What follows belongs to an exercise in optimizing a design on an open flow for small area, a short achievable clock period and few clock cycles per item; a production flow would make more cautious choices. At most, simulation tests tie the RTL to the original design; equivalence was not proved.

Setup of the previous run:
Design wmbus_ctr_decrypt, start of the top module:
module wmbus_ctr_decrypt (
    input  wire         clk,
    input  wire         rst,
    input  wire         start,
    input  wire [127:0] key,
    input  wire [111:0] iv,
    input  wire [7:0]   len,
    output wire         idle,
    input  wire         in_valid,
    input  wire [127:0] in_data,
    output wire         in_ready,
    output reg          out_valid,
    output reg  [127:0] out_data,
    output reg          done,
    output reg          crc_ok,
    output wire [15:0]  crc_calc,
    output reg  [15:0]  crc_exp
);
    reg         act;         
    reg  [1:0]  su;          
    reg         fp;          
    reg  [4:0]  j;           
    reg         run;         
    reg  [3:0]  nb;          
    reg  [3:0]  idx_a;       
    reg  [3:0]  idx_b;       
    reg         vb;          
    reg  [3:0]  base;        
    reg  [7:0]  len_r;
    reg  [127:0] st;         
    reg  [287:0] sm;         
    reg  [127:0] rk;         
    reg  [71:0]  km;         
  ...
For scale: ~6900 cells after synthesis, roughly 1300 flip-flops, roughly 550 I/O pins, about 71000 sq um of cells after synthesis.
export LEC_CHECK = 0
export CAP_MARGIN = 20
export CORE_MARGIN = 2
export CORE_UTILIZATION = 50
export CTS_BUF_LIST = sky130_fd_sc_hd__clkbuf_8
export CTS_CLUSTER_SIZE = 12
export PLACE_DENSITY = 0.65
export SETUP_SLACK_MARGIN = 4.5
export SLEW_MARGIN = 20
create_clock -name core_clock -period 8.0 [get_ports {clk}]
standard.sh (not shown) runs the stock make flow with config.mk's settings and CLKGATE_MAP_FILE= SYNTH_SCRIPT=/design/flow/synth_recipe.tcl, a recipe that flattens the netlist after the stock synthesis.
==> flow/flow/run.sh <==
#!/bin/bash
# Layout flow: the standard ORFS flow (standard.sh) with two changes:
#  - synthesis maps the logic with flow/abc.script (ABC area-oriented
#    mapping, no up-sizing or buffering at synthesis) instead of ORFS's
#    abc_speed.script; the synthesis passes, flattening and renaming are
#    synth_recipe.tcl's, unchanged;
#  - the port buffers that global placement inserts on every input and
#    output are sky130_fd_sc_hd__buf_1 instead of the default cell.
# Floorplan, power grid, placement, CTS and routing are the standard ones.
set -euo pipefail
W=$(pwd)
{
  echo 'proc abc {args} {'
  echo '  set i [lsearch -exact $args -script]'
  echo "  if {\$i >= 0} { lset args [expr {\$i + 1}] $W/flow/abc.script }"
  echo '  yosys abc {*}$args'
  echo '}'
  cat "$W/synth_recipe.tcl"
} > "$W/own_synth.tcl"
sed -e "s#SYNTH_SCRIPT=[^ ]*#SYNTH_SCRIPT=$W/own_synth.tcl 'BUFFER_PORTS_ARGS=-buffer_cell sky130_fd_sc_hd__buf_1'#" \
    "$W/standard.sh" > "$W/own_standard.sh"
grep -q "SYNTH_SCRIPT=$W/own_synth.tcl" "$W/own_standard.sh"
bash "$W/own_standard.sh" > "$W/orfs_make.log" 2>&1
==> flow/flow/abc.script <==
strash
&get -n
&st
&dch
&nf -R 30
&put
The previous run did not stop at any stage, and its layout met the timing, DRC and antenna checks.
What the current run does differently from the previous run at the input level:
diff --git a/flow/design.v b/flow/design.v
--- a/flow/design.v
+++ b/flow/design.v
@@ -300,25 +300,24 @@
     reg  [127:0] c1;         
     reg  [7:0]  sb;          
     reg  [17:0] im;          
     reg  [127:0] crc_buf;
     reg  [15:0] crc_r;
     reg  [7:0]  rem;         
     reg         first;       
     reg  [15:0] cd1;         
     reg  [15:0] cd2;         
     reg         fa;          
     reg         fb;          
     reg         rdy;         
-    reg         fin;         
     reg         c_load;      
     reg         c_load_a;    
     reg         c_load_b;    
     reg         c_kstep;     
     reg         c_krest;     
     reg         c_k2;        
     reg         c_c1;        
     wire start_ok = start & idle;
     wire running  = act & (su == 2'd0);
     wire j0       = (j == 5'd0);
     wire j17      = (j == 5'd17);
     wire take = rdy & in_valid;
@@ -424,25 +423,25 @@
         else if (c_load_a)
             idx_a <= base;
         if (c_load_b)
             idx_b <= idx_a + 4'd1;
         if (take)
             out_data <= pt;
         else
             out_data <= {out_data[111:0], 16'h0000};
         if (c_load_b)
             crc_buf <= out_data;
         else
             crc_buf <= {crc_buf[111:0], out_data[127:112]};
-        crc_ok <= (len_r[7:1] != 7'd0) && (~crc_r == crc_exp);
+        crc_ok <= (len_r[7:1] != 7'd0) && (~crc_next == exp_next);
         cd1 <= cd1_n;
         cd2 <= cd2_n;
         if (crc_on) begin
             crc_r <= crc_next;
             rem   <= rem_dec;
             crc_exp <= exp_next;
             first   <= 1'b0;
         end
         if (start_ok) begin
             su    <= 2'd1;
             len_r <= len;
             rem   <= len;
@@ -473,40 +472,38 @@
             fp <= 1'b0;
         if (j17)
             fa <= take;
         if (j0)
             fb <= take;
         if (rst) begin
             act       <= 1'b0;
             run       <= 1'b0;
             vb        <= 1'b0;
             fa        <= 1'b0;
             fb        <= 1'b0;
             out_valid <= 1'b0;
-            fin       <= 1'b0;
             done      <= 1'b0;
             rdy       <= 1'b0;
         end else begin
             out_valid <= take;
             if (start_ok)
                 rdy <= 1'b0;
             else if (running & (j == 5'd16))
                 rdy <= run & (idx_a == nb);
             else if (running & j17)
                 rdy <= vb & run & ~(take & (nb == last_blk)) &
                        (take ? (idx_b == nb + 4'd1) : (idx_b == nb));
             else
                 rdy <= 1'b0;
-            fin       <= act & ~fin & ~done & ~start_ok & running & ~run & (rem_next == 8'd0);
-            done      <= fin;
+            done      <= act & ~done & ~start_ok & running & ~run & (rem_next == 8'd0);
             if (start_ok) begin
                 act <= 1'b1;
                 run <= (len != 8'd0);
                 vb  <= 1'b0;
                 fa  <= 1'b0;
                 fb  <= 1'b0;
             end else begin
                 if (done)
                     act <= 1'b0;
                 if (take && nb == last_blk)
                     run <= 1'b0;
                 if (c_load_b)
Notes after the runs:
Number of nets produced by synthesis of the previous run is on par with the current run.
The current run: detailed-route wire length is 3200 microns higher than what the previous run reported.
Re final design utilization: the current run and the previous run aren't equal, and the higher value belongs to the current run.
The current run ended up with crc_r[15]$_SDFFE_PP0N_ as its launching instance or port of the critical path; the previous run ended up with c_load_b$_DFF_P_.
On fmax: between the current run and the previous run, it ends up higher for the previous run.
First-pass GRT wire length (lower): the previous run
The current run: final area higher than the previous run
Testbench counts of the current run, summed over its fixed seeds: cycles 28,964, blocks 2,579.
No functional check of the RTL was part of the previous run.

what the ideal ports hide:
Ports are ideal in the flow. The routed layouts listed here were re-timed in OpenROAD. Step 1 sets driving cells, clkbuf_16 on the clock port and buf_2 on the other inputs (assumed; they add their load-dependent delay and slew). Step 2 times the ports against the registers' clock, not the clock port: input delays grow and output delays shrink by t, the midpoint of the rising clock arrivals with the driver on. a / b / c = ideal ports / drivers / drivers and shift; a / b = the first two.
run	t, ns	slack for setup (ns)	clock arrival spread, ns
the previous run	1.038	4.302 / 4.302 / 3.521	0.072 / 0.072
the current run	1.048	4.252 / 4.252 / 3.596	0.062 / 0.062
After both steps setup and hold are still met in every run listed. The setup slack of the previous run, which loses most, moves by 0.000 ns with the drivers and by -0.781 ns with both steps.
